What follows belongs to an exercise in optimizing a design on an open flow for small area, a short achievable clock period and few clock cycles; a production flow would make more cautious choices.
At most, simulation tests tie the RTL to the original design; equivalence was not proved.
The RTL of runs 4 and 5 was laid out without a check of its function.
Power figures rest on the tool's default switching activity, not on a simulated workload.

--- flow/design.v ---
module crc8_step #(
    parameter [7:0] POLY = 8'h07
) (
    input  wire [7:0] crc_in,
    input  wire [7:0] data,
    output reg  [7:0] crc_out
);
    integer k;
    reg [7:0] x;
    always @* begin
        x = crc_in ^ data;
        for (k = 0; k < 8; k = k + 1)
            x = x[7] ? ((x << 1) ^ POLY) : (x << 1);
        crc_out = x;
    end
endmodule
module frame_rx #(
    parameter       QD       = 3,       
    parameter [7:0] CRC_POLY = 8'h07,
    parameter [7:0] CRC_INIT = 8'h00
) (
    input  wire        clk,
    input  wire        rst,
    input  wire        rx_valid,
    input  wire [7:0]  rx_data,
    output wire        rx_ready,
    output wire        msg_valid,
    input  wire        msg_ready,
    output wire [7:0]  msg_data,
    output wire        msg_first,
    output wire        msg_last,
    output wire        rx_idle,
    output reg  [31:0] cnt_msg,
    output reg  [31:0] cnt_cobs_err,
    output reg  [31:0] cnt_short,
    output reg  [31:0] cnt_crc_err,
    output reg  [31:0] cnt_acc_ovf
);
    reg       rdy;
    reg       s_v;
    reg [7:0] s_b;
    reg       s_z;
    wire      xfer = rx_valid & rdy;
    reg [6:0] enc;        
    reg [5:0] rl;         
    reg       doom;       
    reg [1:0] dsat;       
    reg [7:0] crc;
    reg [7:0] mem [0:63];
    reg [6:0] wp;         
    reg [6:0] fs;         
    reg [6:0] rp;         
    wire is_code = (rl == 6'd0);
    wire f_empty = (enc == 7'd0);
    wire f_full  = enc[6];                      
    wire dlm     = s_v & s_z & !f_empty;
    wire ovf     = s_v & !s_z & f_full;
    wire acc     = s_v & !s_z & !f_full;
    wire prod    = acc & (!is_code | !f_empty);
    wire [7:0] x = is_code ? 8'h00 : s_b;
    wire [7:0] crc_next;
    crc8_step #(.POLY(CRC_POLY)) u_crc (.crc_in(crc), .data(x), .crc_out(crc_next));
    wire cobs_bad = doom | !is_code;
    wire short_f  = (dsat != 2'd3);
    wire crc_bad  = (crc != 8'h00);
    wire good     = !cobs_bad & !short_f & !crc_bad;
    wire hold     = dlm & good & qfull;
    wire judge    = dlm & !hold;
    wire e_cobs   = judge & cobs_bad;
    wire e_short  = judge & !cobs_bad & short_f;
    wire e_crc    = judge & !cobs_bad & !short_f & crc_bad;
    wire commit   = judge & !cobs_bad & !short_f & !crc_bad;
    wire drop     = ovf | (judge & !commit);
    wire [6:0] wpm1 = wp - 7'd1;
    reg  [5:0] q [0:QD-1];
    reg  [2:0] qn;
    reg        ov, of, ol, nf;
    reg  [7:0] od;
    wire       can   = (qn != 3'd0);
    wire       ld    = can & (!ov | msg_ready);
    wire [5:0] rpn   = rp[5:0] + 6'd1;
    wire       lastb = (rpn == q[0]);
    wire       pop   = ld & lastb;
    wire [2:0] qidx  = qn - {2'b00, pop};
    wire [6:0] occ = wp - rp;
    wire       qfull = (qn == QD);
    wire       room  = ({1'b0, occ} + {7'd0, prod} + {7'd0, xfer}) <= 8'd63;
    wire       qroom = !(xfer & (rx_data == 8'h00) & (({1'b0, qn} + {3'd0, commit}) >= QD));
    assign rx_ready  = rdy;
    assign msg_valid = ov;
    assign msg_data  = od;
    assign msg_first = of;
    assign msg_last  = ol;
    assign rx_idle   = !s_v & !can & !ov;
    integer i;
    always @(posedge clk) begin
        if (!hold) begin
            s_b <= rx_data;
            s_z <= (rx_data == 8'h00);
        end
        if (prod)
            mem[wp[5:0]] <= x;
        if (ld) begin
            od <= mem[rp[5:0]];
            of <= nf;
            ol <= lastb;
        end
        for (i = 0; i < QD; i = i + 1) begin
            if (pop && i < QD - 1)
                q[i] <= q[(i < QD - 1) ? i + 1 : i];
            if (commit && qidx == i)
                q[i] <= wpm1[5:0];
        end
        if (rst) begin
            rdy  <= 1'b1;
            s_v  <= 1'b0;
            enc  <= 7'd0;
            rl   <= 6'd0;
            doom <= 1'b0;
            dsat <= 2'd0;
            crc  <= CRC_INIT;
            wp   <= 7'd0;
            fs   <= 7'd0;
            rp   <= 7'd0;
            qn   <= 3'd0;
            ov   <= 1'b0;
            nf   <= 1'b1;
            cnt_msg      <= 32'd0;
            cnt_cobs_err <= 32'd0;
            cnt_short    <= 32'd0;
            cnt_crc_err  <= 32'd0;
            cnt_acc_ovf  <= 32'd0;
        end else begin
            rdy <= room & qroom & !hold;
            if (!hold)
                s_v <= xfer;
            if (judge | ovf) begin
                enc  <= 7'd0;
                rl   <= 6'd0;
                doom <= 1'b0;
                dsat <= 2'd0;
                crc  <= CRC_INIT;
            end else if (acc) begin
                enc <= enc + 7'd1;
                if (is_code) begin
                    rl <= s_b[5:0] - 6'd1;
                    if (s_b[7] | (s_b[6] & (s_b[5:0] != 6'd0)))
                        doom <= 1'b1;
                end else begin
                    rl <= rl - 6'd1;
                end
                if (prod) begin
                    crc  <= crc_next;
                    dsat <= dsat + {1'b0, dsat != 2'd3};
                end
            end
            if (commit) begin
                wp <= wpm1;
                fs <= wpm1;
            end else if (drop) begin
                wp <= fs;
            end else if (prod) begin
                wp <= wp + 7'd1;
            end
            qn <= qn + {2'b00, commit} - {2'b00, pop};
            if (ld) begin
                ov <= 1'b1;
                nf <= lastb;
                rp <= rp + 7'd1;
            end else if (msg_ready) begin
                ov <= 1'b0;
            end
            if (commit)  cnt_msg      <= cnt_msg + 32'd1;
            if (e_cobs)  cnt_cobs_err <= cnt_cobs_err + 32'd1;
            if (e_short) cnt_short    <= cnt_short + 32'd1;
            if (e_crc)   cnt_crc_err  <= cnt_crc_err + 32'd1;
            if (ovf)     cnt_acc_ovf  <= cnt_acc_ovf + 32'd1;
        end
    end
endmodule
module frame_tx #(
    parameter       CD       = 4,       
    parameter [7:0] CRC_POLY = 8'h07,
    parameter [7:0] CRC_INIT = 8'h00
) (
    input  wire       clk,
    input  wire       rst,
    input  wire       tx_valid,
    input  wire [7:0] tx_data,
    input  wire       tx_last,
    output wire       tx_ready,
    output wire       wire_valid,
    input  wire       wire_ready,
    output wire [7:0] wire_data
);
    localparam [2:0] R_START = 3'd0, R_DATA = 3'd1, R_CODE = 3'd2,
                     R_T1 = 3'd3, R_T2 = 3'd4, R_DELIM = 3'd5;
    localparam CW = (CD > 2) ? 2 : 1;   
    reg       rdy;
    reg       s_v, s_l, s_z;
    reg [7:0] s_d;
    wire      xfer = tx_valid & rdy;
    reg          fr;      
    reg  [6:0]   L;       
    reg  [5:0]   sl;      
    reg  [7:0]   crc;
    reg  [7:0]   mem [0:63];
    reg  [6:0]   wp;      
    reg  [6:0]   rp;      
    reg  [CW-1:0] wi;     
    wire [7:0] ck;        
    crc8_step #(.POLY(CRC_POLY)) u_crc (.crc_in(crc), .data(s_d), .crc_out(ck));
    wire       ckz  = (ck == 8'h00);
    wire [1:0] nin  = s_z ? 2'd0 : (ckz ? 2'd1 : 2'd2);
    wire [7:0] t1   = !s_z ? s_d : (ckz ? 8'h01 : 8'h02);
    wire [7:0] t2   = ckz ? 8'h01 : ck;
    wire       mid  = s_v & !s_l;                  
    wire       cls  = s_v & (s_l | s_z);           
    wire [7:0] code = s_l ? {1'b1, L + 7'd1 + {5'd0, nin}} : {1'b0, L + 7'd1};
    reg  [7:0] qc [0:CD-1];    
    reg  [7:0] q1 [0:CD-1];    
    reg  [7:0] q2 [0:CD-1];
    reg  [1:0] qn [0:CD-1];    
    reg  [CW:0] alloc;         
    reg  [CW:0] mc;            
    reg  [CW-1:0] ri;          
    reg  [2:0] st;
    reg  [6:0] left;
    reg        lr;
    reg        wv;
    reg  [7:0] wd;
    wire       adv  = !wv | wire_ready;
    wire [7:0] mr   = mem[rp[5:0]];
    wire [7:0] cb   = (st == R_START) ? qc[ri] : mr;
    wire [6:0] cl   = cb[6:0] - 7'd1 - (cb[7] ? {5'd0, qn[ri]} : 7'd0);
    wire       have = (st != R_START) | (mc != 0);
    wire       go   = adv & have;
    wire       done = go & (st == R_DELIM);
    wire [6:0] occ  = wp - rp;
    wire       room = ({1'b0, occ} + {7'd0, mid} + {7'd0, xfer}) <= 8'd63;
    reg        nb;        
    wire       nb_n = xfer ? tx_last : nb;
    wire       aroom = !nb_n || (alloc + {{CW{1'b0}}, xfer & nb}) < CD;
    assign tx_ready   = rdy;
    assign wire_valid = wv;
    assign wire_data  = wd;
    always @(posedge clk) begin
        s_d <= tx_data;
        s_l <= tx_last;
        s_z <= (tx_data == 8'h00);
        if (mid & !s_z)
            mem[wp[5:0]] <= s_d;
        else if (cls & !fr)
            mem[sl] <= code;
        if (cls & fr)
            qc[wi] <= code;
        if (s_v & s_l) begin
            q1[wi] <= t1;
            q2[wi] <= t2;
            qn[wi] <= nin;
        end
        if (mid & s_z)
            sl <= wp[5:0];
        if (rst) begin
            rdy   <= 1'b1;
            s_v   <= 1'b0;
            nb    <= 1'b1;
            fr    <= 1'b1;
            L     <= 7'd0;
            crc   <= CRC_INIT;
            wp    <= 7'd0;
            rp    <= 7'd0;
            wi    <= {CW{1'b0}};
            ri    <= {CW{1'b0}};
            alloc <= {(CW+1){1'b0}};
            mc    <= {(CW+1){1'b0}};
            st    <= R_START;
            wv    <= 1'b0;
        end else begin
            rdy <= room & aroom;
            s_v <= xfer;
            nb  <= nb_n;
            if (s_v) begin
                if (s_l) begin
                    crc <= CRC_INIT;
                    fr  <= 1'b1;
                    L   <= 7'd0;
                    wi  <= (wi == CD - 1) ? {CW{1'b0}} : wi + 1'b1;
                end else begin
                    crc <= ck;
                    wp  <= wp + 7'd1;
                    if (s_z) begin
                        fr <= 1'b0;
                        L  <= 7'd0;
                    end else begin
                        L <= L + 7'd1;
                    end
                end
            end
            alloc <= alloc + {{CW{1'b0}}, xfer & nb} - {{CW{1'b0}}, done};
            mc    <= mc + {{CW{1'b0}}, s_v & s_l} - {{CW{1'b0}}, go & (st == R_START)};
            if (adv)
                wv <= have;
            if (go) begin
                case (st)
                    R_START, R_CODE: begin
                        wd   <= {1'b0, cb[6:0]};
                        left <= cl;
                        lr   <= cb[7];
                        if (st == R_CODE)
                            rp <= rp + 7'd1;
                        if (cl == 7'd0)
                            st <= cb[7] ? R_T1 : R_CODE;
                        else
                            st <= R_DATA;
                    end
                    R_DATA: begin
                        wd   <= mr;
                        rp   <= rp + 7'd1;
                        left <= left - 7'd1;
                        if (left == 7'd1)
                            st <= lr ? R_T1 : R_CODE;
                    end
                    R_T1: begin
                        wd <= q1[ri];
                        st <= R_T2;
                    end
                    R_T2: begin
                        wd <= q2[ri];
                        st <= R_DELIM;
                    end
                    default: begin
                        wd <= 8'h00;
                        st <= R_START;
                        ri <= (ri == CD - 1) ? {CW{1'b0}} : ri + 1'b1;
                    end
                endcase
            end
        end
    end
endmodule
module esp32_frame_link (
    input  wire        clk,
    input  wire        rst,
    input  wire        rx_valid,
    input  wire [7:0]  rx_data,
    output wire        rx_ready,
    output wire        msg_valid,
    input  wire        msg_ready,
    output wire [7:0]  msg_data,
    output wire        msg_first,
    output wire        msg_last,
    output wire        rx_idle,
    output wire [31:0] cnt_msg,
    output wire [31:0] cnt_cobs_err,
    output wire [31:0] cnt_short,
    output wire [31:0] cnt_crc_err,
    output wire [31:0] cnt_acc_ovf,
    input  wire        tx_valid,
    input  wire [7:0]  tx_data,
    input  wire        tx_last,
    output wire        tx_ready,
    output wire        wire_valid,
    input  wire        wire_ready,
    output wire [7:0]  wire_data
);
    frame_rx u_rx (
        .clk(clk), .rst(rst),
        .rx_valid(rx_valid), .rx_data(rx_data), .rx_ready(rx_ready),
        .msg_valid(msg_valid), .msg_ready(msg_ready), .msg_data(msg_data),
        .msg_first(msg_first), .msg_last(msg_last), .rx_idle(rx_idle),
        .cnt_msg(cnt_msg), .cnt_cobs_err(cnt_cobs_err), .cnt_short(cnt_short),
        .cnt_crc_err(cnt_crc_err), .cnt_acc_ovf(cnt_acc_ovf)
    );
    frame_tx u_tx (
        .clk(clk), .rst(rst),
        .tx_valid(tx_valid), .tx_data(tx_data), .tx_last(tx_last), .tx_ready(tx_ready),
        .wire_valid(wire_valid), .wire_ready(wire_ready), .wire_data(wire_data)
    );
endmodule
--- flow/run.sh ---
#!/bin/bash
# synth_recipe.tcl (not shown) runs the flow's synth.tcl, then flattens the netlist and writes it again
# the make line also repeats each setting of config.mk as NAME=value (left out here)
make -C /OpenROAD-flow-scripts/flow DESIGN_CONFIG=/design/flow/config.mk WORK_HOME=/design/flow/orfs CLKGATE_MAP_FILE= SYNTH_SCRIPT=/design/flow/synth_recipe.tcl finish
--- flow/config.mk ---
export PLATFORM = sky130hd
export DESIGN_NAME = esp32_frame_link
export DESIGN_NICKNAME = esp32_frame_link
export VERILOG_FILES = /design/flow/design.v
export SDC_FILE = /design/flow/constraint.sdc
export NUM_CORES = 4
export LEC_CHECK = 0
export ABC_CLOCK_PERIOD_IN_PS = 3000
export CAP_MARGIN = 20
export CORE_MARGIN = 2
export CORE_UTILIZATION = 40
export SETUP_SLACK_MARGIN = 5
export SLEW_MARGIN = 20
--- flow/constraint.sdc ---
create_clock -name core_clock -period 10.0 [get_ports {clk}]
set_input_delay 2.0000 -clock core_clock [delete_from_list [all_inputs] [get_ports {clk}]]
set_output_delay 2.0000 -clock core_clock [all_outputs]
set_load 0.01 [all_outputs]
==> reports/metrics.csv, run 1 <==
metric;value;unit
CP Data Arrival Time;5510;ps
LEAKAGE;21.8;nW
HPWL after detailed placement;89.7;mm
FP Rows;141;
unrepaired setup endpoints after global routing;yes;
maximum vdd drop;0.170;mV
Worst-Skew Late Latency;770;ps
status;complete, no violations;
vias per inst;5.46;
crit path launch type;flip-flop;
Final Wtd Congestion;0.819;
DR WL/cell;23.7;µm
die area;152000;µm²
Cell Int Power;0.0108;W
TritonCTS clock tree;done;
Seq cells post-synth;1464;
Slew headroom;20.6;%
critical path required time;10650;ps
CP Class;flip-flop to flip-flop;
crit path max-delay cell type;dfxtp_4;
Seq/Total Area, Yosys;69.0;%
synthesized cell area;59700;µm²
chip width;390;µm
crit path max fanout;40;
largest net degree at the start of global routing;91;
FF/Latch Area;41200;µm²
Synth top area share;59.7;%
YS warnings;4;
pre-CTS setup slack;4340;ps
first-pass GRT wire length;210;mm
clock net sink count;1464;
Synth area leader;edfxtp_1;
pwr dens;210;nW/µm²
nets@finish;4039;
NetSw;0.00364;W
core footprint;148000;µm²
crit path time final;4850;ps
Post-Route WL;142;mm
CTS hold repair buffers;0;
clock root buffer master;clkbuf_16;
ANT nets after route;0;
P&R area growth vs syn;15.3;%
Combinational Power Share;12.4;%
Clock Skew;32.5;ps
fillers;12600;
antenna violations before repair;2;
synth unique cells;72;
Mapped Cells;3722;
Die Ht;390;µm
Final WS setup;5150;ps
final hold viol count;0;
global-route usage over all layers;18.4;%
vias in the first global route;32400;
drt first-iter violations;3018;
starting density of the core;40.4;%
Max-cap violations;0;
io pins;206;
ys flop type;edfxtp_1;
syn nets;3804;
Clock Pin Slew Worst Setup and Hold Paths;60;ps
CTS buffer count;154;
number of port buffers;205;
TNS Setup;0;ps
area of the multi-input gates;17500;µm²
Synth Area per Inst;16.0;µm²
via count;32800;
HP Class;flip-flop to flip-flop;
Tcrit/Tclk final;48.5;%
f_max;0.206;GHz
DRC viols;0;
Seq pwr share;48.8;%
largest registers;u_rx.mem x512, u_tx.mem x512;
layout cell share with drive strength beyond 1;15.4;%
grt ovf;0;
Final Max Slew Viols;0;
Max H-tree Level;4;
cell chain of the critical path;buf_4, mux4_2, mux4_2, mux4_2, nand2_1, nand2_2, nand2_1, ha_1, inv_1, fa_1, inv_1, a221oi_1, nand4_1, a22o_1, o211ai_1, a31o_1;
max incr delay on CP;620;ps
Top cell by count, worst path;mux4_2;
crit end category;flip-flop;
Area contributors post-synth;edfxtp_1, mux4_2, dfxtp_1, nor2_1, xor2_1;
EDFF count, synth;1187;
clock share of power;38.8;%
CTS Buffer Depth;3;
Final setup viols;0;
ys async rst share;0;%
transition time of the tightest slew-check pin;1180;ps
Sw Ratio;25.2;%
Pre-antenna DRT Iters;7;
## cell usage in the layout, fill, tap and decap left out, types with 54 or more instances in the layout
master,netlist,final
xnor2_1,96,96
nand2_1,209,209
a21oi_1,94,94
mux4_2,321,321
nor2_1,416,412
xor2_1,150,150
dfxtp_1,277,269
clkbuf_16,0,154
clkdlybuf4s50_1,0,204
nand3_1,97,97
inv_1,71,66
edfxtp_1,1187,1187
o21ai_0,78,77
mux2i_1,54,54
## metrics by stage
step / area (µm²) / power [W] / util (%) / instances / hold WS [ps]
2_1_floorplan: 59700 / 0.00837 / - / 3722 / 409
3_3_place_gp: 63800 / 0.00892 / 43.1 / 5728 / 423
3_5_place_dp: 63800 / 0.00895 / 43.1 / 5729 / 418
4_1_cts: 68800 / 0.0146 / 46.5 / 6004 / 432
5_1_grt: 68900 / 0.0150 / 46.5 / 6005 / 454
6_report: 68900 / 0.0145 / 46.5 / 6006 / 432
## per-layer routing
| layer | wire [µm] | GRT usage [%] |
|---|---|---|
| met5 | 24 | 0 |
| met4 | 4240 | 6.14 |
| met3 | 8570 | 3.72 |
| met2 | 69300 | 30.1 |
| met1 | 60000 | 24.7 |
## power groups by stage
| stage | Combinational, W | Clock [W] | Sequential [W] |
|---|---|---|---|
| final | 0.00180 | 0.00561 | 0.00706 |
| after floorplan | 0.00125 | 0 | 0.00712 |
| after CTS | 0.00179 | 0.00573 | 0.00706 |
| after detailed placement | 0.00176 | 0 | 0.00720 |
| after global placement | 0.00173 | 0 | 0.00720 |
| after global routing | 0.00196 | 0.00596 | 0.00707 |
## final timing paths
path | end | slack [ps] | depth (start not counted) | startpoint
setup / recovery | u_tx.st[0]$_SDFFE_PP0P_ | 5150 | 16 | flip-flop
hold / removal | u_rx.of$_DFFE_PP_ | 430 | 0 | u_rx.nf$_SDFFE_PP1P_
setup reg to reg | u_tx.st[0]$_SDFFE_PP0P_ | 5150 | 16 | flip-flop
hold reg to reg | u_rx.of$_DFFE_PP_ | 430 | 0 | u_rx.nf$_SDFFE_PP1P_
## area by class of cell
cell class                 count  share of cell area (%)
clock inverter                75                    1.32
tap                         1930                    3.51
inverter                      78                   0.436
timing repair buffer         248                    3.54
multi-input combinational   2011                    25.5
clock buffer                 199                    5.89
antenna                        1                 0.00363
sequential                  1464                    59.8
## synthesized netlist by cell type (14+ instances only)
library cell	count
buf_2	15
inv_1	71
nand3_1	97
clkbuf_1	113
xnor2_1	96
mux2i_1	54
or3_1	46
mux2_2	14
ha_1	52
and2_1	23
nand2_1	209
a22oi_1	30
xor2_1	150
mux4_2	321
and4_1	21
buf_1	22
nor3_1	32
nand2b_1	16
dfxtp_1	277
a21oi_1	94
and3_1	42
nor2b_1	25
edfxtp_1	1187
nor2_1	416
o21ai_0	78
nand4_1	48
## critical path, delay by kind of cell (launching register included)
family / cells / cell delay, ps
AND/OR/NAND/NOR: 4 / 450
buffers and inverters: 3 / 840
AO/OA/AOI/OAI: 4 / 560
adder cells (fa/ha/maj): 2 / 630
flip-flops: 1 / 620
multiplexers: 3 / 1590
## cell families after synthesis
family | after synthesis | synth area share, %
compound gates | 295 | 3.02
xor+xnor | 246 | 3.61
fa+ha+maj | 59 | 1.32
buf+inv | 247 | 1.78
flops | 1464 | 69.0
mux | 390 | 13.3
simple gates | 1021 | 8.01
## repair_timing
| action | 4_1_cts | 5_1_grt |
|---|---|---|
| setup buffers | 1 | 1 |
| hold endpoints to repair | 0 | 0 |
| gates resized for setup | 2 | 7 |
| setup endpoints to repair | 6 | 88 |
Testbench counts, summed over its fixed seeds: cycles 32,866.
==> run 2: changes to the inputs <==
--- a/flow/config.mk
+++ b/flow/config.mk
@@ -5,7 +5,6 @@
 export SDC_FILE = /design/flow/constraint.sdc
 export NUM_CORES = 4
 export LEC_CHECK = 0
-export ABC_CLOCK_PERIOD_IN_PS = 3000
 export CAP_MARGIN = 20
 export CORE_MARGIN = 2
 export CORE_UTILIZATION = 40
==> run 2 against run 1 <==
  * Core utilization stayed put
  * Area after synthesis unchanged
  * Critical endpoint unchanged
  * Largest power group unchanged
  * Critical path type unchanged
  * Still clean
  * Clock power about the same
  * Sequential share of layout area did not move
  * Power did not move
==> reports/metrics.csv, run 2 <==
metric;value;unit;change
vias in the first global route;32400;;unchanged
CP Data Arrival Time;5510;ps;about the same
Sw Ratio;25.2;%;unchanged
via count;32800;;unchanged
Final setup viols;0;;unchanged
drt first-iter violations;3018;;unchanged
grt ovf;0;;unchanged
vias per inst;5.46;;unchanged
Final Max Slew Viols;0;;unchanged
Synth top area share;59.7;%;unchanged
EDFF count, synth;1187;;unchanged
Seq cells post-synth;1464;;unchanged
largest registers;u_rx.mem x512, u_tx.mem x512;;
clock share of power;38.8;%;about the same
Slew headroom;20.6;%;unchanged
io pins;206;;unchanged
Post-synth top cells;edfxtp_1, nor2_1, mux4_2, dfxtp_1, nand2_1;;
ANT nets after route;0;;unchanged
Cell Int Power;0.0108;W;unchanged
syn nets;3804;;unchanged
Hold Startpoint;u_rx.nf$_SDFFE_PP1P_;;
Die Ht;390;µm;unchanged
setup slack, reg-to-reg;5150;ps;about the same
worst r2r dst;u_tx.st[0]$_SDFFE_PP0P_;;
Mapped Cells;3722;;unchanged
crit path launch type;flip-flop;;
Seq pwr share;48.8;%;about the same
Worst-Skew Late Latency;770;ps;about the same
Final Util;46.5;%;unchanged
most frequent cells in the layout;edfxtp_1, nor2_1, mux4_2, dfxtp_1, nand2_1;;
Clock Pin Slew Worst Setup and Hold Paths;60;ps;about the same
chip width;390;µm;unchanged
CTS buffer count;154;;unchanged
nets@finish;4039;;unchanged
WHS Path Cells;0;;unchanged
CTS hold repair buffers;0;;unchanged
DRC viols;0;;unchanged
CP Class;flip-flop to flip-flop;;
TNS Setup;0;ps;unchanged
synth unique cells;72;;unchanged
number of port buffers;205;;unchanged
antenna violations before repair;2;;unchanged
P&R area growth vs syn;15.3;%;unchanged
maximum vdd drop;0.170;mV;unchanged
synthesized cell area;59700;µm²;unchanged
global-route usage over all layers;18.4;%;unchanged
Hold Slack;432;ps;unchanged
Synth Area per Inst;16.0;µm²;unchanged
HP Class;flip-flop to flip-flop;;
layout cell share with drive strength beyond 1;15.4;%;unchanged
fillers;12600;;unchanged
Clock Skew;32.5;ps;unchanged
critical path required time;10650;ps;about the same
Reg2Reg Depth;16;;unchanged
crit path time final;4850;ps;unchanged
DR WL/cell;23.7;µm;unchanged
Pre-antenna DRT Iters;7;;unchanged
status;complete, no violations;;
Final Wtd Congestion;0.819;;unchanged
TritonCTS clock tree;done;;
ys flop type;edfxtp_1;;
clock net sink count;1464;;unchanged
HPWL after detailed placement;89.7;mm;unchanged
Tcrit/Tclk final;48.5;%;unchanged
first-pass GRT wire length;210;mm;unchanged
unrepaired setup endpoints after global routing;yes;;
crit end category;flip-flop;;
f_max;0.206;GHz;unchanged
core footprint;148000;µm²;unchanged
clock root buffer master;clkbuf_16;;
Seq/Total Area, Yosys;69.0;%;unchanged
ys async rst share;0;%;unchanged
YS warnings;4;;unchanged
Hold Path End;u_rx.of$_DFFE_PP_;;
NetSw;0.00364;W;unchanged
CTS Buffer Depth;3;;unchanged
largest net degree at the start of global routing;91;;unchanged
die area;152000;µm²;unchanged
Area contributors post-synth;edfxtp_1, mux4_2, dfxtp_1, nor2_1, xor2_1;;
Combinational Power Share;12.4;%;about the same
pwr dens;210;nW/µm²;unchanged
transition time of the tightest slew-check pin;1180;ps;unchanged
final hold viol count;0;;unchanged
crit path max fanout;40;;unchanged
LEAKAGE;21.8;nW;unchanged
Max-cap violations;0;;unchanged
Max H-tree Level;4;;unchanged
most common cell after layout, fill and taps aside;edfxtp_1;;
Synth area leader;edfxtp_1;;
FP Rows;141;;unchanged
starting density of the core;40.4;%;unchanged
count leader, synth;edfxtp_1;;
Post-Route WL;142;mm;unchanged
run 2: layout make-up:
cell class	instances	area (µm²)	share of cell area [%]
sequential	1464	41200	59.8
multi-input combinational	2011	17500	25.5
clock buffer	199	4060	5.89
timing repair buffer	248	2440	3.54
tap	1930	2410	3.51
clock inverter	75	910	1.32
inverter	78	300	0.436
antenna	1	2.50	0.00363
run 2: cell families after synthesis:
| kind of cell | Yosys count | share of synthesized area, % |
|---|---|---|
| AO/OA/AOI/OAI | 295 | 3.02 |
| XOR/XNOR | 246 | 3.61 |
| adder cells (fa/ha/maj) | 59 | 1.32 |
| buffers and inverters | 247 | 1.78 |
| flip-flops | 1464 | 69.0 |
| multiplexers | 390 | 13.3 |
| AND/OR/NAND/NOR | 1021 | 8.01 |
run 2: repair_timing:
item,in CTS,in global routing
buffers inserted,1,1
endpoints found under the setup margin,6,88
gates resized for setup,2,7
run 2: layer usage:
layer  global-route usage (%)  vias to the layer above  share of wire, %
met4                     6.14                        4               3.0
li1                         -                    14800                 -
met3                     3.72                      259               6.0
met1                     24.7                    16700                42
met2                     30.1                     1020                49
met5                        0                        -             0.017
run 2: critical path, stage by stage, from the launching register on:
cell,delay [ps]
dfxtp_4,620
buf_4,590
mux4_2,420
mux4_2,560
mux4_2,610
nand2_1,150
nand2_2,90
nand2_1,80
ha_1,180
inv_1,60
fa_1,450
inv_1,190
a221oi_1,100
nand4_1,130
a22o_1,150
o211ai_1,80
a31o_1,230
run 2: power groups by stage:
stage	clock network (W)	logic, W	registers [W]
2_1_floorplan	0	0.00125	0.00712
3_3_place_gp	0	0.00173	0.00720
3_5_place_dp	0	0.00176	0.00720
4_1_cts	0.00573	0.00179	0.00706
5_1_grt	0.00596	0.00196	0.00707
6_report	0.00561	0.00180	0.00706
run 2: stage by stage:
stage | area (µm²) | setup WS (ps) | total power, W | std cells
final | 68900 | 5150 | 0.0145 | 6006
after global routing | 68900 | 4950 | 0.0150 | 6005
after CTS | 68800 | 5030 | 0.0146 | 6004
after detailed placement | 63800 | 4340 | 0.00895 | 5729
after global placement | 63800 | 4450 | 0.00892 | 5728
after floorplan | 59700 | 5570 | 0.00837 | 3722
run 2: worst max path at each step:
stage	slack, ps	to
after floorplan	5570	u_tx.mem[0][0]$_DFFE_PP_
final	5150	u_tx.st[0]$_SDFFE_PP0P_
after detailed placement	4340	u_rx.q[0][2]$_DFFE_PP_
after global routing	4950	u_tx.st[0]$_SDFFE_PP0P_
after CTS	5030	u_tx.st[0]$_SDFFE_PP0P_
after global placement	4450	u_rx.q[0][1]$_DFFE_PP_
==> run 3: changes to the inputs <==
--- a/flow/config.mk
+++ b/flow/config.mk
@@ -8,5 +8,4 @@
 export CAP_MARGIN = 20
 export CORE_MARGIN = 2
 export CORE_UTILIZATION = 40
-export SETUP_SLACK_MARGIN = 5
 export SLEW_MARGIN = 20
==> run 3 against run 2 <==
  * Worst setup slack worse by 540 ps
  * Sequential cell count unchanged
  * Critical path type unchanged
  * Worst hold slack worse by 0.99 ps
  * Non-clock buffer count down 2
  * Design area down 0.11%
  * Clock power about the same
  * Via count down 0.38%
  * Die area unchanged
  * Wire length down 0.40%
  * Final cell count about the same
  * Global-route usage about the same
  * Core utilization down 0.051 points
==> reports/metrics.csv, run 3 <==
metric;value;unit;change
YS warnings;4;;unchanged
TritonCTS clock tree;done;;
DRC viols;0;;unchanged
CTS buffer count;154;;unchanged
Mapped Cells;3722;;unchanged
largest net degree at the start of global routing;91;;unchanged
number of port buffers;205;;unchanged
CTS hold repair buffers;0;;unchanged
transition time of the tightest slew-check pin;1130;ps;-54.5 ps
Synth top area share;59.7;%;unchanged
ys flop type;edfxtp_1;;
crit path time final;5390;ps;+536 ps
Seq cells post-synth;1464;;unchanged
most common cell after layout, fill and taps aside;edfxtp_1;;
grt ovf;0;;unchanged
unrepaired setup endpoints after global routing;no;;
Pre-antenna DRT Iters;5;;-2
clock root buffer master;clkbuf_16;;
Top cell by count, worst path;mux4_2;;
syn nets;3804;;unchanged
CP Data Arrival Time;6040;ps;+530 ps
drt first-iter violations;2968;;-1.7%
CP delay by family, top;multiplexers;;
post-route insts no fill;6004;;-0.033%
layout cell share with drive strength beyond 1;15.3;%;-0.091 points
P&R area growth vs syn;15.2;%;
antenna violations before repair;2;;unchanged
critical path required time;10650;ps;about the same
vias per inst;5.44;;-0.34%
PostCTS Resize Cnt;0;;-2
fin area;68800;µm²;-0.11%
vias in the first global route;32300;;-0.053%
EDFF count, synth;1187;;unchanged
max incr delay on CP;890;ps;+270 ps
crit path max fanout;40;;unchanged
Seq/Total Area, Yosys;69.0;%;unchanged
fillers;12600;;+0.024%
clock net sink count;1464;;unchanged
post-CTS setup buffers;0;;-1
pwr dens;210;nW/µm²;about the same
f_max;0.186;GHz;-9.9%
setup slack, reg-to-reg;4610;ps;-540 ps
nets@finish;4037;;-0.050%
final hold viol count;0;;unchanged
Die Ht;390;µm;unchanged
synthesized cell area;59700;µm²;unchanged
Synth area leader;edfxtp_1;;
Final setup viols;0;;unchanged
status;complete, no violations;;
Slew headroom;24.9;%;+4.3 points
starting density of the core;40.4;%;unchanged
Placed Instance Area;63800;µm²;unchanged
cell chain of the critical path;buf_4, mux4_2, mux4_2, mux4_2, nand2_1, nand2_2, nand2_1, ha_1, inv_1, fa_1, inv_1, a221oi_1, nand4_1, a22o_1, o211ai_1, a31o_1;;
FP Rows;141;;unchanged
crit path max-delay cell type;dfxtp_4;;
DR WL/cell;23.6;µm;-0.37%
largest registers;u_rx.mem x512, u_tx.mem x512;;
maximum vdd drop;0.169;mV;-0.59%
Final Wtd Congestion;0.819;;unchanged
Clock Skew;36.1;ps;+3.63 ps
io pins;206;;unchanged
HP Class;flip-flop to flip-flop;;
Area contributors post-synth;edfxtp_1, mux4_2, dfxtp_1, nor2_1, xor2_1;;
Clock Pin Slew Worst Setup and Hold Paths;60;ps;about the same
Synth Area per Inst;16.0;µm²;unchanged
core footprint;148000;µm²;unchanged
area of the multi-input gates;17500;µm²;about the same
ys async rst share;0;%;unchanged
HPWL after detailed placement;89.7;mm;unchanged
chip width;390;µm;unchanged
Worst-Skew Late Latency;770;ps;about the same
TNS Setup;0;ps;unchanged
synth unique cells;72;;unchanged
Post-Route WL;142;mm;-0.40%
LEAKAGE;21.7;nW;-0.11%
placed cells;5729;;unchanged
FF/Latch Area;41200;µm²;unchanged
count leader, synth;edfxtp_1;;
Final Util;46.5;%;-0.051 points
most frequent cells in the layout;edfxtp_1, nor2_1, mux4_2, dfxtp_1, nand2_1;;
Max-cap violations;0;;unchanged
global-route usage over all layers;18.4;%;-0.033 points
CTS Buffer Depth;3;;unchanged
ANT nets after route;0;;unchanged
crit end category;flip-flop;;
crit path launch type;flip-flop;;
Final Max Slew Viols;0;;unchanged
Buf+Inv Stages, Crit Path;3;;unchanged
first-pass GRT wire length;210;mm;-0.15%
Tcrit/Tclk final;53.9;%;+5.4 points
Hold Startpoint;u_rx.nf$_SDFFE_PP1P_;;
Post-synth top cells;edfxtp_1, nor2_1, mux4_2, dfxtp_1, nand2_1;;
die area;152000;µm²;unchanged
CP Class;flip-flop to flip-flop;;
Max H-tree Level;4;;unchanged
via count;32700;;-0.38%
## run 3: cell types whose count changed in the layout (fill, tap and decap cells not counted)
| cell | previous run | this run |
|---|---|---|
| nor3_1 | 30 | 31 |
| buf_6 | 3 | 2 |
| buf_8 | 2 | 0 |
| clkinvlp_4 | 6 | 5 |
| buf_4 | 36 | 39 |
| buf_16 | 1 | 0 |
| nor3_2 | 2 | 1 |
| buf_12 | 1 | 0 |
| clkinv_1 | 32 | 33 |
## run 3: report_power, final
group / switching [W] / internal [W] / leakage (nW) / total, W
clock network: 0.00239 / 0.00323 / 2.38 / 0.00561
logic: 0.00111 / 0.000653 / 6.33 / 0.00176
registers: 0.000140 / 0.00693 / 13.0 / 0.00707
total: 0.00363 / 0.0108 / 21.7 / 0.0144
## run 3: metrics by stage
stage          setup slack [ps]  hold WS [ps]  total power (W)
3_3_place_gp               4450           423          0.00892
5_1_grt                    4280           454           0.0150
6_report                   4610           431           0.0144
4_1_cts                    4550           432           0.0146
3_5_place_dp               4340           418          0.00895
2_1_floorplan              5570           409          0.00837
## run 3: logic make-up after synthesis
group	share of synthesized area, %
flip-flops	69.0
AND/OR/NAND/NOR	8.01
multiplexers	13.3
AO/OA/AOI/OAI	3.02
buffers and inverters	1.78
XOR/XNOR	3.61
adder cells (fa/ha/maj)	1.32
## run 3: path summary, 6_finish.rpt
kind / endpoint / cells after the start
max: u_tx.st[0]$_SDFFE_PP0P_ / 16
min: u_rx.of$_DFFE_PP_ / 0
max reg2reg: u_tx.st[0]$_SDFFE_PP0P_ / 16
min reg2reg: u_rx.of$_DFFE_PP_ / 0
## run 3: metal layers
layer | wire length, µm | vias to the layer above | GRT usage, %
met1 | 59900 | 16600 | 24.7
met3 | 8570 | 237 | 3.72
met4 | 4020 | 4 | 6.13
met5 | 24 | - | 0
li1 | - | 14800 | -
met2 | 69100 | 980 | 30.0
## run 3: cell type report
class                   instances  area share, %
flip-flops and latches       1464           59.9
multi-input cells            2011           25.5
clock buffers                 199           5.90
well taps                    1930           3.51
repair buffers                246           3.45
clock inverters                75           1.32
inverters                      78          0.431
diodes                          1        0.00364
==> run 4: changes to the inputs <==
--- a/flow/design.v
+++ b/flow/design.v
@@ -75,6 +75,7 @@
     reg  [5:0] q [0:QD-1];
     reg  [2:0] qn;
     reg        ov, of, ol, nf;
+    reg        idle;
     reg  [7:0] od;
     wire       can   = (qn != 3'd0);
     wire       ld    = can & (!ov | msg_ready);
@@ -91,7 +92,7 @@
     assign msg_data  = od;
     assign msg_first = of;
     assign msg_last  = ol;
-    assign rx_idle   = !s_v & !can & !ov;
+    assign rx_idle   = idle;
     integer i;
     always @(posedge clk) begin
         if (!hold) begin
@@ -125,6 +126,7 @@
             qn   <= 3'd0;
             ov   <= 1'b0;
             nf   <= 1'b1;
+            idle <= 1'b1;
             cnt_msg      <= 32'd0;
             cnt_cobs_err <= 32'd0;
             cnt_short    <= 32'd0;
@@ -163,6 +165,8 @@
                 wp <= wp + 7'd1;
             end
             qn <= qn + {2'b00, commit} - {2'b00, pop};
+            idle <= !(hold ? s_v : xfer) & (qn + {2'b00, commit} == {2'b00, pop}) &
+                    !(ld | (ov & !msg_ready));
             if (ld) begin
                 ov <= 1'b1;
                 nf <= lastb;
@@ -210,7 +214,7 @@
     reg  [CW-1:0] wi;     
     wire [7:0] ck;        
     crc8_step #(.POLY(CRC_POLY)) u_crc (.crc_in(crc), .data(s_d), .crc_out(ck));
-    wire       ckz  = (ck == 8'h00);
+    wire       ckz  = (crc == s_d);
     wire [1:0] nin  = s_z ? 2'd0 : (ckz ? 2'd1 : 2'd2);
     wire [7:0] t1   = !s_z ? s_d : (ckz ? 8'h01 : 8'h02);
     wire [7:0] t2   = ckz ? 8'h01 : ck;
@@ -225,14 +229,16 @@
     reg  [CW:0] mc;            
     reg  [CW-1:0] ri;          
     reg  [2:0] st;
-    reg  [6:0] left;
+    reg  [6:0] left;      
+    reg  [1:0] nel;       
     reg        lr;
     reg        wv;
     reg  [7:0] wd;
     wire       adv  = !wv | wire_ready;
     wire [7:0] mr   = mem[rp[5:0]];
     wire [7:0] cb   = (st == R_START) ? qc[ri] : mr;
-    wire [6:0] cl   = cb[6:0] - 7'd1 - (cb[7] ? {5'd0, qn[ri]} : 7'd0);
+    wire [1:0] ne   = cb[7] ? qn[ri] : 2'd0;     
+    wire       nod  = (cb[6:0] == {5'd0, ne} + 7'd1);    
     wire       have = (st != R_START) | (mc != 0);
     wire       go   = adv & have;
     wire       done = go & (st == R_DELIM);
@@ -305,11 +311,12 @@
                 case (st)
                     R_START, R_CODE: begin
                         wd   <= {1'b0, cb[6:0]};
-                        left <= cl;
+                        left <= cb[6:0];
+                        nel  <= ne;
                         lr   <= cb[7];
                         if (st == R_CODE)
                             rp <= rp + 7'd1;
-                        if (cl == 7'd0)
+                        if (nod)
                             st <= cb[7] ? R_T1 : R_CODE;
                         else
                             st <= R_DATA;
@@ -318,7 +325,7 @@
                         wd   <= mr;
                         rp   <= rp + 7'd1;
                         left <= left - 7'd1;
-                        if (left == 7'd1)
+                        if (left == {5'd0, nel} + 7'd2)
                             st <= lr ? R_T1 : R_CODE;
                     end
                     R_T1: begin
==> flow/flow/run.sh (new file) <==
#!/bin/bash
set -o pipefail
export SETUP_SLACK_MARGIN=6.0
bash standard.sh > flow_standard.log 2>&1
==> flow/standard.sh (new file) <==
#!/bin/bash
# synth_recipe.tcl (not shown) runs the flow's synth.tcl, then flattens the netlist and writes it again
# the make line also repeats each setting of config.mk as NAME=value (left out here)
make -C /OpenROAD-flow-scripts/flow DESIGN_CONFIG=/design/flow/config.mk WORK_HOME=/design/flow/orfs CLKGATE_MAP_FILE= SYNTH_SCRIPT=/design/flow/synth_recipe.tcl "${@:-finish}"
removed: flow/run.sh
==> run 4 against run 3 <==
  * First-iteration DRC count rose by 0.40%
  * Worst setup slack improved by 1300 ps
  * Still clean
  * Critical endpoint is now u_tx.mem[32][0]$_DFFE_PP_
  * Non-clock buffer count rose by 12
  * Clock-buffer cell count rose by 19
==> reports/metrics.csv, run 4 <==
metric;value;unit;change
crit path time final;4070;ps;-1320 ps
clock root buffer master;clkbuf_16;;
ANT nets after route;0;;unchanged
f_max;0.245;GHz;+32%
TritonCTS clock tree;done;;
LEAKAGE;22.0;nW;+1.1%
pwr dens;210;nW/µm²;+0.10%
CP Class;flip-flop to flip-flop;;
CTS Buffer Depth;3;;unchanged
Final Wtd Congestion;0.905;;+10%
synthesized cell area;59800;µm²;+0.21%
P&R area growth vs syn;16.0;%;
synth unique cells;73;;+1.4%
clock net sink count;1467;;+0.20%
syn nets;3857;;+1.4%
Synth area leader;edfxtp_1;;
chip width;391;µm;+0.10%
NetSw;0.00372;W;+2.3%
most common cell after layout, fill and taps aside;edfxtp_1;;
HP Class;flip-flop to flip-flop;;
grt ovf;0;;unchanged
largest registers;u_rx.mem x512, u_tx.mem x512;;
DR WL/cell;24.4;µm;+3.2%
CTS buffer count;152;;-1.3%
Die Ht;391;µm;+0.10%
HPWL after detailed placement;91.9;mm;+2.5%
transition time of the tightest slew-check pin;1150;ps;+23.4 ps
clock share of power;38.1;%;-0.8 points
drt first-iter violations;2980;;+0.40%
FP Rows;141;;unchanged
Max-cap violations;0;;unchanged
vias per inst;5.52;;+1.5%
placed cells;5780;;+0.89%
Cell Int Power;0.0109;W;+0.52%
die area;153000;µm²;+0.20%
crit end category;flip-flop;;
Seq cells post-synth;1467;;+0.20%
Area contributors post-synth;edfxtp_1, mux4_2, dfxtp_1, nor2_1, xor2_1;;
Clock Skew;25.9;ps;-10.2 ps
nets@finish;4097;;+1.5%
vias in the first global route;33300;;+2.8%
TNS Setup;0;ps;unchanged
antenna violations before repair;3;;+1
Slew headroom;22.8;%;-2.1 points
global-route usage over all layers;19.2;%;+0.78 points
Hold Slack;460;ps;+29.3 ps
Mapped Cells;3778;;+1.5%
Post-synth top cells;edfxtp_1, nor2_1, mux4_2, dfxtp_1, nand2_1;;
maximum vdd drop;0.173;mV;+2.5%
Combinational Power Share;13.4;%;+1.2 points
Pre-antenna DRT Iters;7;;+2
Seq/Total Area, Yosys;69.0;%;about the same
most frequent cells in the layout;edfxtp_1, nor2_1, mux4_2, dfxtp_1, clkdlybuf4s50_1;;
area of the multi-input gates;17800;µm²;+1.5%
EDFF count, synth;1189;;+0.17%
Sw Ratio;25.5;%;+0.33 points
first-pass GRT wire length;220;mm;+4.7%
Tcrit/Tclk final;40.7;%;-13 points
count leader, synth;edfxtp_1;;
FF/Latch Area;41300;µm²;+0.19%
ys async rst share;0;%;unchanged
CP Data Arrival Time;4450;ps;-1590 ps
crit path launch type;flip-flop;;
Max H-tree Level;4;;unchanged
final hold viol count;0;;unchanged
Synth top area share;59.7;%;about the same
Synth Area per Inst;15.8;µm²;-1.3%
via count;33500;;+2.7%
starting density of the core;40.4;%;about the same
crit path max fanout;26;;-35%
fillers;12700;;+0.59%
Post-Route WL;148;mm;+4.5%
post-route insts no fill;6075;;+1.2%
core footprint;148000;µm²;+0.12%
Final Max Slew Viols;0;;unchanged
Worst-Skew Late Latency;780;ps;about the same
YS warnings;4;;unchanged
io pins;206;;unchanged
layout cell share with drive strength beyond 1;16.4;%;+1.1 points
number of port buffers;205;;unchanged
Placed Instance Area;64000;µm²;+0.31%
unrepaired setup endpoints after global routing;yes;;
Final setup viols;0;;unchanged
DRC viols;0;;unchanged
Seq pwr share;48.5;%;-0.5 points
fin area;69400;µm²;+0.86%
largest net degree at the start of global routing;86;;-5.5%
ys flop type;edfxtp_1;;
status;complete, no violations;;
critical path required time;10380;ps;-270 ps
Clock Pin Slew Worst Setup and Hold Paths;60;ps;about the same
[run 4: cell families after synthesis]
logic type,after synthesis,synth area share [%]
multiplexers,396,12.9
AND/OR/NAND/NOR,1024,8.04
adder cells (fa/ha/maj),56,1.23
XOR/XNOR,249,3.67
AO/OA/AOI/OAI,324,3.48
buffers and inverters,262,1.70
flip-flops,1467,69.0
[run 4: per-layer routing]
layer,up-vias,part of all wire [%],track usage [%]
met2,1069,48,30.7
met1,17200,43,26.2
met4,4,3.4,6.82
met5,-,0.017,0
li1,15000,-,-
met3,259,6.1,3.62
[run 4: path summary, 6_finish.rpt]
| path | slack, ps | startpoint | endpoint | cells past startpoint |
|---|---|---|---|---|
| min reg2reg | 460 | u_rx.fs[5]$_SDFFE_PP0P_ | u_rx.fs[5]$_SDFFE_PP0P_ | 2 |
| max reg2reg | 5930 | u_tx.s_z$_DFF_P_ | u_tx.mem[32][0]$_DFFE_PP_ | 6 |
| min | 460 | u_rx.fs[5]$_SDFFE_PP0P_ | u_rx.fs[5]$_SDFFE_PP0P_ | 2 |
| max | 5930 | u_tx.s_z$_DFF_P_ | u_tx.mem[32][0]$_DFFE_PP_ | 6 |
[run 4: worst max-delay path: stages, from the launching register on]
cell and delay, ps:
dfxtp_1 720, o21ai_0 270, nor2_2 120, buf_4 310
mux2i_1 830, nand2_1 540, nor2_1 860
[run 4: area by class of cell]
cell class	count	area share, %
Antenna cell	1	0.00361
Clock buffer	218	6.07
Clock inverter	62	0.945
Inverter	90	0.505
Multi-Input combinational cell	2049	25.7
Sequential cell	1467	59.5
Tap cell	1930	3.48
Timing Repair Buffer	258	3.84
[run 4: repair_timing]
action,in CTS,in global routing
hold buffers,0,0
gates cloned,1,1
gates resized for setup,24,62
pin swaps,2,0
setup buffers,10,2
endpoints found under the setup margin,332,748
[run 4: power groups by stage]
stage / sequential, W / combinational (W) / clock [W]
5_1_grt: 0.00709 / 0.00212 / 0.00590
3_5_place_dp: 0.00722 / 0.00189 / 0
3_3_place_gp: 0.00722 / 0.00186 / 0
4_1_cts: 0.00707 / 0.00196 / 0.00566
6_report: 0.00708 / 0.00196 / 0.00555
2_1_floorplan: 0.00716 / 0.00129 / 0
[run 4: through the flow]
step / total power, W / setup slack [ps] / util (%)
floorplan: 0.00845 / 6010 / -
global placement: 0.00908 / 5190 / 43.2
detailed placement: 0.00911 / 5130 / 43.2
CTS: 0.0147 / 5980 / 46.6
global route: 0.0151 / 5700 / 46.8
finish: 0.0146 / 5930 / 46.8
==> run 5: changes to the inputs <==
==> flow/flow/run.sh (replaced) <==
#!/bin/bash
set -o pipefail
export SETUP_SLACK_MARGIN=6.7
bash standard.sh > flow_standard.log 2>&1
==> run 5 against run 4 <==
  * Still clean on timing, DRC and antenna
  * Clock power is 0.9% higher
  * Critical path depth is 8 higher
  * Worst hold slack worse by 35 ps
  * Register-to-register slack better by 470 ps
  * Clock-buffer cell count is 27 lower
  * Sequential power hardly changed
  * First-iteration DRC count is 4.3% lower
  * Synthesized cell count stayed put
  * Die area stayed put
  * Largest cell class unchanged
==> reports/metrics.csv, run 5 <==
metric;value;unit;change
status;complete, no violations;;
Worst-Skew Late Latency;780;ps;about the same
syn nets;3857;;unchanged
largest registers;u_rx.mem x512, u_tx.mem x512;;
Mapped Cells;3778;;unchanged
GRT met3 Usage;3.28;%;-0.34 points
HP Class;flip-flop to flip-flop;;
grt ovf;0;;unchanged
HPWL after detailed placement;91.1;mm;-0.96%
Max H-tree Level;4;;unchanged
Final Wtd Congestion;0.865;;-4.4%
io pins;206;;unchanged
TritonCTS clock tree;done;;
Slew headroom;15.7;%;-7.1 points
crit path launch type;flip-flop;;
Synth area leader;edfxtp_1;;
Hold Slack;425;ps;-35.1 ps
Final setup viols;0;;unchanged
maximum vdd drop;0.137;mV;-21%
Clock Skew;28.3;ps;+2.44 ps
transition time of the tightest slew-check pin;1260;ps;+111 ps
ANT cells;0;;-1
Post-synth top cells;edfxtp_1, nor2_1, mux4_2, dfxtp_1, nand2_1;;
global-route usage over all layers;19.5;%;+0.32 points
unrepaired setup endpoints after global routing;yes;;
crit path max fanout;7;;-73%
CTS Buffer Depth;3;;unchanged
Post-Route WL;151;mm;+2.2%
synthesized cell area;59800;µm²;unchanged
Seq cells post-synth;1467;;unchanged
TNS Setup;0;ps;unchanged
crit end category;flip-flop;;
most common cell after layout, fill and taps aside;edfxtp_1;;
YS warnings;4;;unchanged
number of port buffers;205;;unchanged
CP Class;flip-flop to flip-flop;;
count leader, synth;edfxtp_1;;
f_max;0.278;GHz;+13%
via count;34500;;+2.9%
Final Max Slew Viols;0;;unchanged
Final WS setup;6400;ps;+474 ps
ys async rst share;0;%;unchanged
placed cells;5786;;+0.10%
GR Layer Usage met2;31.8;%;+1.1 points
CP Data Arrival Time;4300;ps;-150 ps
DRC viols;0;;unchanged
ys flop type;edfxtp_1;;
met1 Use GR;26.7;%;+0.51 points
vias in the first global route;34100;;+2.4%
vias per inst;5.53;;+0.20%
power after layout;0.0148;W;+1.5%
Pre-antenna DRT Iters;5;;-2
Synth Area per Inst;15.8;µm²;unchanged
nets@finish;4266;;+4.1%
Synth top area share;59.7;%;unchanged
synth unique cells;73;;unchanged
crit path time final;3600;ps;-474 ps
Die Ht;391;µm;unchanged
LEAKAGE;23.7;nW;+8.0%
critical path required time;10700;ps;+320 ps
core footprint;148000;µm²;unchanged
Area contributors post-synth;edfxtp_1, mux4_2, dfxtp_1, nor2_1, xor2_1;;
clock net sink count;1467;;unchanged
Seq/Total Area, Yosys;69.0;%;unchanged
most frequent cells in the layout;edfxtp_1, nor2_1, mux4_2, buf_4, nand2_1;;
clock root buffer master;clkbuf_16;;
fillers;12400;;-2.2%
pre-CTS setup slack;5070;ps;-55.9 ps
pwr dens;205;nW/µm²;-2.3%
P&R area growth vs syn;20.6;%;
layout cell share with drive strength beyond 1;31.6;%;+15 points
most used routing layer;met2;;
starting density of the core;40.4;%;unchanged
ANT nets after route;0;;unchanged
post-route insts no fill;6236;;+2.7%
FP Rows;141;;unchanged
antenna violations before repair;0;;-3
chip width;391;µm;unchanged
first-pass GRT wire length;224;mm;+1.7%
Tcrit/Tclk final;36.0;%;-4.7 points
CTS buffer count;151;;-0.66%
Max-cap violations;0;;unchanged
final hold viol count;0;;unchanged
Clock Pin Slew Worst Setup and Hold Paths;60;ps;about the same
largest net degree at the start of global routing;86;;unchanged
drt first-iter violations;2851;;-4.3%
die area;153000;µm²;unchanged
DR WL/cell;24.2;µm;-0.48%
EDFF count, synth;1189;;unchanged
## run 5: cell counts after synthesis
Identical to the previous run, type by type.
## run 5: where the power goes
part,internal (W),total [W],switching (W),leakage (nW)
Combinational,0.000839,0.00214,0.00130,8.16
Clock,0.00325,0.00560,0.00235,2.39
Sequential,0.00695,0.00707,0.000117,13.2
Total,0.0110,0.0148,0.00377,23.7
## run 5: kinds of logic after synthesis
| logic type | count (synthesis) | synth area share (%) |
|---|---|---|
| AO/OA/AOI/OAI | 324 | 3.48 |
| AND/OR/NAND/NOR | 1024 | 8.04 |
| XOR/XNOR | 249 | 3.67 |
| buffers and inverters | 262 | 1.70 |
| multiplexers | 396 | 12.9 |
| adder cells (fa/ha/maj) | 56 | 1.23 |
| flip-flops | 1467 | 69.0 |
## run 5: final cells by class
cell class                      count  area (µm²)  share of cell area [%]
Clock inverter                     81         841                    1.17
Inverter                           90         362                   0.501
Timing Repair Buffer              426        3930                    5.45
Tap cell                         1930        2410                    3.35
Multi-Input combinational cell   2051       18900                    26.2
Clock buffer                      191        4030                    5.59
Sequential cell                  1467       41600                    57.7
## run 5: critical path: stages (launching register included)
cell and delay (ps):
dfxtp_4 500, buf_16 180, mux4_2 520, a221oi_2 310
o2111ai_2 220, a31oi_4 250, buf_12 150, nor2b_4 50
ha_4 290, xnor2_2 110, o21ai_1 80, a32oi_1 180
nand4_1 140, nor4_2 330, a32o_1 220
## run 5: what timing repair did
item                                     CTS  global route
endpoints found under the setup margin  1586          1309
buffers inserted                         135            31
gates cloned                               9             3
pin swaps                                 15            27
resized for setup                       1314           134
hold buffers                               0             0
## run 5: path summary, 6_finish.rpt
path,startpoint,end,depth (start not counted),slack [ps]
setup / recovery,flip-flop,u_tx.st[1]$_SDFFE_PP0P_,14,6400
setup reg to reg,flip-flop,u_tx.st[1]$_SDFFE_PP0P_,14,6400
hold reg to reg,u_rx.nf$_SDFFE_PP1P_,u_rx.of$_DFFE_PP_,0,430
hold / removal,u_rx.nf$_SDFFE_PP1P_,u_rx.of$_DFFE_PP_,0,430
## run 5: through the flow
| stage | instance area [µm²] | util, % |
|---|---|---|
| after floorplan | 60100 | - |
| after global placement | 64200 | 43.3 |
| after detailed placement | 64200 | 43.3 |
| after CTS | 71200 | 48.1 |
| after global routing | 72100 | 48.7 |
| final | 72100 | 48.7 |
## run 5: layer usage
layer  routed length [µm]  vias up  part of all wire [%]
li1                     -    15400                     -
met1                64200    17700                    42
met2                73700     1130                    49
met3                 8810      270                   5.8
met4                 4440        0                   2.9
met5                    0        -                     0
==> run 6: changes to the inputs <==
--- a/flow/design.v
+++ b/flow/design.v
@@ -164,7 +164,10 @@
             end else if (prod) begin
                 wp <= wp + 7'd1;
             end
-            qn <= qn + {2'b00, commit} - {2'b00, pop};
+            if (commit & !pop)
+                qn <= qn + 3'd1;
+            else if (!commit & pop)
+                qn <= qn - 3'd1;
             idle <= !(hold ? s_v : xfer) & (qn + {2'b00, commit} == {2'b00, pop}) &
                     !(ld | (ov & !msg_ready));
             if (ld) begin
@@ -197,14 +200,12 @@
     input  wire       wire_ready,
     output wire [7:0] wire_data
 );
-    localparam [2:0] R_START = 3'd0, R_DATA = 3'd1, R_CODE = 3'd2,
-                     R_T1 = 3'd3, R_T2 = 3'd4, R_DELIM = 3'd5;
+    localparam [2:0] R_CODE = 3'd0, R_DATA = 3'd1, R_T1 = 3'd2, R_T2 = 3'd3, R_DELIM = 3'd4;
     localparam CW = (CD > 2) ? 2 : 1;   
     reg       rdy;
     reg       s_v, s_l, s_z;
     reg [7:0] s_d;
     wire      xfer = tx_valid & rdy;
-    reg          fr;      
     reg  [6:0]   L;       
     reg  [5:0]   sl;      
     reg  [7:0]   crc;
@@ -218,10 +219,8 @@
     wire [1:0] nin  = s_z ? 2'd0 : (ckz ? 2'd1 : 2'd2);
     wire [7:0] t1   = !s_z ? s_d : (ckz ? 8'h01 : 8'h02);
     wire [7:0] t2   = ckz ? 8'h01 : ck;
-    wire       mid  = s_v & !s_l;                  
     wire       cls  = s_v & (s_l | s_z);           
     wire [7:0] code = s_l ? {1'b1, L + 7'd1 + {5'd0, nin}} : {1'b0, L + 7'd1};
-    reg  [7:0] qc [0:CD-1];    
     reg  [7:0] q1 [0:CD-1];    
     reg  [7:0] q2 [0:CD-1];
     reg  [1:0] qn [0:CD-1];    
@@ -229,6 +228,7 @@
     reg  [CW:0] mc;            
     reg  [CW-1:0] ri;          
     reg  [2:0] st;
+    reg        first;     
     reg  [6:0] left;      
     reg  [1:0] nel;       
     reg        lr;
@@ -236,14 +236,14 @@
     reg  [7:0] wd;
     wire       adv  = !wv | wire_ready;
     wire [7:0] mr   = mem[rp[5:0]];
-    wire [7:0] cb   = (st == R_START) ? qc[ri] : mr;
-    wire [1:0] ne   = cb[7] ? qn[ri] : 2'd0;     
-    wire       nod  = (cb[6:0] == {5'd0, ne} + 7'd1);    
-    wire       have = (st != R_START) | (mc != 0);
+    wire [1:0] ne   = mr[7] ? qn[ri] : 2'd0;      
+    wire [1:0] qn1  = qn[ri] + 2'd1;
+    wire       nod  = (mr[6:2] == 5'd0) & (mr[1:0] == (mr[7] ? qn1 : 2'd1));
+    wire       have = !(st == R_CODE && first) | (mc != 0);
     wire       go   = adv & have;
     wire       done = go & (st == R_DELIM);
     wire [6:0] occ  = wp - rp;
-    wire       room = ({1'b0, occ} + {7'd0, mid} + {7'd0, xfer}) <= 8'd63;
+    wire       room = ({1'b0, occ} + {7'd0, s_v} + {7'd0, xfer}) <= 8'd63;
     reg        nb;        
     wire       nb_n = xfer ? tx_last : nb;
     wire       aroom = !nb_n || (alloc + {{CW{1'b0}}, xfer & nb}) < CD;
@@ -254,70 +254,69 @@
         s_d <= tx_data;
         s_l <= tx_last;
         s_z <= (tx_data == 8'h00);
-        if (mid & !s_z)
+        if (s_v & !s_l & !s_z)
             mem[wp[5:0]] <= s_d;
-        else if (cls & !fr)
+        else if (cls)
             mem[sl] <= code;
-        if (cls & fr)
-            qc[wi] <= code;
         if (s_v & s_l) begin
             q1[wi] <= t1;
             q2[wi] <= t2;
             qn[wi] <= nin;
         end
-        if (mid & s_z)
+        if (cls)
             sl <= wp[5:0];
         if (rst) begin
             rdy   <= 1'b1;
             s_v   <= 1'b0;
             nb    <= 1'b1;
-            fr    <= 1'b1;
             L     <= 7'd0;
             crc   <= CRC_INIT;
-            wp    <= 7'd0;
+            sl    <= 6'd0;
+            wp    <= 7'd1;        
             rp    <= 7'd0;
             wi    <= {CW{1'b0}};
             ri    <= {CW{1'b0}};
             alloc <= {(CW+1){1'b0}};
             mc    <= {(CW+1){1'b0}};
-            st    <= R_START;
+            st    <= R_CODE;
+            first <= 1'b1;
             wv    <= 1'b0;
         end else begin
             rdy <= room & aroom;
             s_v <= xfer;
             nb  <= nb_n;
             if (s_v) begin
+                wp <= wp + 7'd1;
                 if (s_l) begin
                     crc <= CRC_INIT;
-                    fr  <= 1'b1;
                     L   <= 7'd0;
                     wi  <= (wi == CD - 1) ? {CW{1'b0}} : wi + 1'b1;
                 end else begin
                     crc <= ck;
-                    wp  <= wp + 7'd1;
-                    if (s_z) begin
-                        fr <= 1'b0;
-                        L  <= 7'd0;
-                    end else begin
-                        L <= L + 7'd1;
-                    end
+                    L   <= s_z ? 7'd0 : L + 7'd1;
                 end
             end
-            alloc <= alloc + {{CW{1'b0}}, xfer & nb} - {{CW{1'b0}}, done};
-            mc    <= mc + {{CW{1'b0}}, s_v & s_l} - {{CW{1'b0}}, go & (st == R_START)};
+            if ((xfer & nb) & !done)
+                alloc <= alloc + 1'b1;
+            else if (!(xfer & nb) & done)
+                alloc <= alloc - 1'b1;
+            if ((s_v & s_l) & !(go & (st == R_CODE) & first))
+                mc <= mc + 1'b1;
+            else if (!(s_v & s_l) & (go & (st == R_CODE) & first))
+                mc <= mc - 1'b1;
             if (adv)
                 wv <= have;
             if (go) begin
                 case (st)
-                    R_START, R_CODE: begin
-                        wd   <= {1'b0, cb[6:0]};
-                        left <= cb[6:0];
-                        nel  <= ne;
-                        lr   <= cb[7];
-                        if (st == R_CODE)
-                            rp <= rp + 7'd1;
+                    R_CODE: begin
+                        wd    <= {1'b0, mr[6:0]};
+                        left  <= mr[6:0];
+                        nel   <= ne;
+                        lr    <= mr[7];
+                        first <= 1'b0;
+                        rp    <= rp + 7'd1;
                         if (nod)
-                            st <= cb[7] ? R_T1 : R_CODE;
+                            st <= mr[7] ? R_T1 : R_CODE;
                         else
                             st <= R_DATA;
                     end
@@ -337,9 +336,10 @@
                         st <= R_DELIM;
                     end
                     default: begin
-                        wd <= 8'h00;
-                        st <= R_START;
-                        ri <= (ri == CD - 1) ? {CW{1'b0}} : ri + 1'b1;
+                        wd    <= 8'h00;
+                        st    <= R_CODE;
+                        first <= 1'b1;
+                        ri    <= (ri == CD - 1) ? {CW{1'b0}} : ri + 1'b1;
                     end
                 endcase
             end
==> flow/flow/run.sh (replaced) <==
#!/bin/bash
set -o pipefail
export SETUP_SLACK_MARGIN=7.4
bash standard.sh > flow_standard.log 2>&1
==> run 6 against run 5 <==
  * Non-clock buffer count is 362 higher
  * Final cell count is 4.0% higher
  * Via count is 3.2% higher
  * Worst hold slack better by 14 ps
  * Design area is 8.9% higher
  * Core utilization is 5.4 points higher
  * Clock skew is 42 ps higher
  * Clock-buffer cell count is 7 higher
  * First-iteration DRC count is 22% higher
  * Critical path type is now flip-flop to primary output
  * Critical path depth is 13 lower
==> reports/metrics.csv, run 6 <==
metric;value;unit;change
status;complete, no violations;;
Slew headroom;27.3;%;+12 points
Final Wtd Congestion;0.804;;-7.1%
final hold viol count;0;;unchanged
largest registers;u_rx.mem x512, u_tx.mem x512;;
post-route insts no fill;6484;;+4.0%
clock root buffer master;clkbuf_16;;
fillers;11200;;-9.7%
Hold Startpoint;u_rx.nf$_SDFFE_PP1P_;;
layout cell share with drive strength beyond 1;43.9;%;+12 points
Pre-antenna DRT Iters;5;;unchanged
most common cell after layout, fill and taps aside;edfxtp_1;;
Worst path depth;1;;-13
synth unique cells;74;;+1.4%
ys flop type;edfxtp_1;;
clock net sink count;1435;;-2.2%
Worst-Skew Late Latency;800;ps;+20 ps
Die Ht;386;µm;-1.2%
GR Layer Usage met2;33.8;%;+2.0 points
ANT nets after route;0;;unchanged
largest net degree at the start of global routing;80;;-7.0%
Buf+Inv Stages, Crit Path;1;;-1
pwr dens;208;nW/µm²;+1.1%
Mapped Cells;3656;;-3.2%
via count;35600;;+3.2%
Synth Area per Inst;16.0;µm²;+0.84%
count leader, synth;edfxtp_1;;
grt ovf;0;;unchanged
maximum vdd drop;0.155;mV;+13%
crit path max fanout;1;;-6
crit path time final;3470;ps;-127 ps
Tcrit/Tclk final;34.7;%;-1.3 points
DR WL/cell;24.7;µm;+2.0%
CP Capture Point;msg_last;;
first-pass GRT wire length;227;mm;+1.7%
critical path required time;8000;ps;-2700 ps
Final setup viols;0;;unchanged
antenna violations before repair;4;;+4
Seq cells post-synth;1435;;-2.2%
Clock Skew;70.0;ps;+41.7 ps
crit path launch;u_rx.ol$_DFFE_PP_;;
chip width;386;µm;-1.2%
cell chain of the critical path;buf_6;;
area of the multi-input gates;20400;µm²;+7.8%
crit end category;primary output;;
Final Max Slew Viols;0;;unchanged
Post-Route WL;160;mm;+6.0%
CTS hold repair buffers;0;;unchanged
core footprint;145000;µm²;-1.9%
Post-synth top cells;edfxtp_1, nor2_1, mux4_2, dfxtp_1, nand2_1;;
Seq/Total Area, Yosys;68.9;%;about the same
most frequent cells in the layout;edfxtp_1, buf_4, mux4_2, nor2_1, buf_6;;
unrepaired setup endpoints after global routing;yes;;
GRT met3 Usage;3.66;%;+0.39 points
die area;149000;µm²;-2.4%
CP Data Arrival Time;1470;ps;-2830 ps
crit path launch type;flip-flop;;
Clock Pin Slew Worst Setup and Hold Paths;60;ps;about the same
CP delay by family, top;flip-flops;;
Max H-tree Level;4;;unchanged
crit path max-delay cell type;edfxtp_1;;
Synth area leader;edfxtp_1;;
TritonCTS clock tree;done;;
worst r2r dst;u_tx.st[0]$_SDFFE_PP0P_;;
placed cells;5641;;-2.5%
drt first-iter violations;3485;;+22%
number of port buffers;205;;unchanged
HP Class;flip-flop to flip-flop;;
Synth top area share;59.2;%;-0.48 points
DRC viols;0;;unchanged
ys async rst share;0;%;unchanged
FP Rows;140;;-0.71%
HPWL after detailed placement;84.7;mm;-7.0%
f_max;0.288;GHz;+3.7%
Reg2Reg Depth;10;;-4
Area contributors post-synth;edfxtp_1, mux4_2, dfxtp_1, nor2_1, xor2_1;;
transition time of the tightest slew-check pin;1090;ps;-171 ps
CP Class;flip-flop to primary output;;
nets@finish;4511;;+5.7%
TNS Setup;0;ps;unchanged
met1 Use GR;27.5;%;+0.78 points
FF/Latch Area;40700;µm²;-2.3%
Max-cap violations;0;;unchanged
YS warnings;4;;unchanged
Hold Slack;439;ps;+13.6 ps
LEAKAGE;26.5;nW;+12%
synthesized cell area;58400;µm²;-2.4%
global-route usage over all layers;20.6;%;+1.1 points
most used routing layer;met2;;
setup slack, reg-to-reg;6780;ps;+380 ps
starting density of the core;40.2;%;-0.22 points
EDFF count, synth;1151;;-3.2%
CTS buffer count;153;;+1.3%
P&R area growth vs syn;34.6;%;
CTS Buffer Depth;3;;unchanged
vias in the first global route;34500;;+1.2%
io pins;206;;unchanged
vias per inst;5.49;;-0.73%
syn nets;3731;;-3.3%
max incr delay on CP;490;ps;-30 ps
## run 6: cell count changes in the layout (fill, tap and decap cells not counted), moves of 25 or more
cell      before   now
buf_6         73   242
nor2_1       342   293
nand4_1       61    36
buf_2         74     9
o21ai_0       61    25
mux2i_1       68    35
nor2_4        81   116
edfxtp_1    1189  1151
buf_4        218   331
buf_16         9    53
buf_12        11    97
## run 6: worst reg2reg max path: cells and delay by family (launching register included)
family	cells	cell delay [ps]
and+or+nand+nor	3	630
DFF	1	390
muxes	3	1600
buffers and inverters	3	400
AOI/OAI and AO/OA	1	90
## run 6: kinds of logic after synthesis
group                      synth area share, %
DFF                                       68.9
and+or+nand+nor                           8.31
muxes                                     13.2
xor gates and xnor gates                  3.95
AOI/OAI and AO/OA                         2.74
buffers and inverters                     1.68
adders and majority gates                 1.19
## run 6: area by class of cell
type / count / area share [%]
sequential: 1435 / 51.8
multi-input combinational: 1989 / 26.0
timing repair buffer: 788 / 12.2
clock buffer: 198 / 5.27
tap: 1917 / 3.05
clock inverter: 86 / 1.31
inverter: 69 / 0.417
antenna: 2 / 0.00637
## run 6: metal layers
metal  up-vias  routed length [µm]
met5         -                  13
met4         2                6110
met3       329               10300
met2      1331               79100
met1     18300               64800
li1      15600                   -
## run 6: what timing repair did
item | in CTS | in global routing
gates cloned | 49 | 22
setup endpoints to repair | 1803 | 1959
buffers inserted | 342 | 144
resized for setup | 1785 | 299
pin swaps | 130 | 142
## run 6: metrics by stage
step / instance area (µm²) / util (%) / worst slack (ps) / total power [W]
detailed placement: 63000 / 43.3 / 5120 / 0.00945
global placement: 63000 / 43.3 / 5170 / 0.00941
CTS: 75500 / 51.9 / 6440 / 0.0160
finish: 78600 / 54.1 / 6530 / 0.0163
global route: 78600 / 54.1 / 6470 / 0.0168
floorplan: 59400 / - / 6160 / 0.00879
## run 6: power breakdown
part | total (W) | switching, W | internal [W] | leakage, nW
Combinational | 0.00347 | 0.00189 | 0.00158 | 11.1
Sequential | 0.00705 | 0.000140 | 0.00691 | 12.9
Clock | 0.00580 | 0.00243 | 0.00337 | 2.51
Total | 0.0163 | 0.00445 | 0.0119 | 26.5
## run 6: worst min path at each step
stage / endpoint / slack [ps] / cells after the start
detailed placement: u_rx.of$_DFFE_PP_ / 420 / 0
CTS: u_rx.of$_DFFE_PP_ / 440 / 0
finish: u_rx.of$_DFFE_PP_ / 440 / 0
floorplan: u_rx.of$_DFFE_PP_ / 400 / 0
global placement: u_rx.of$_DFFE_PP_ / 410 / 0
global route: u_rx.of$_DFFE_PP_ / 460 / 0
Testbench counts of run 6, summed over its fixed seeds: cycles 32,866.

Check on run 6: ideal ports give 6.527 ns setup slack; a clkbuf_16 on the clock port and buf_2 on the inputs give 6.452 ns; moving port delays by the midpoint clock arrival (0.840 ns) as well gives 6.080 ns.
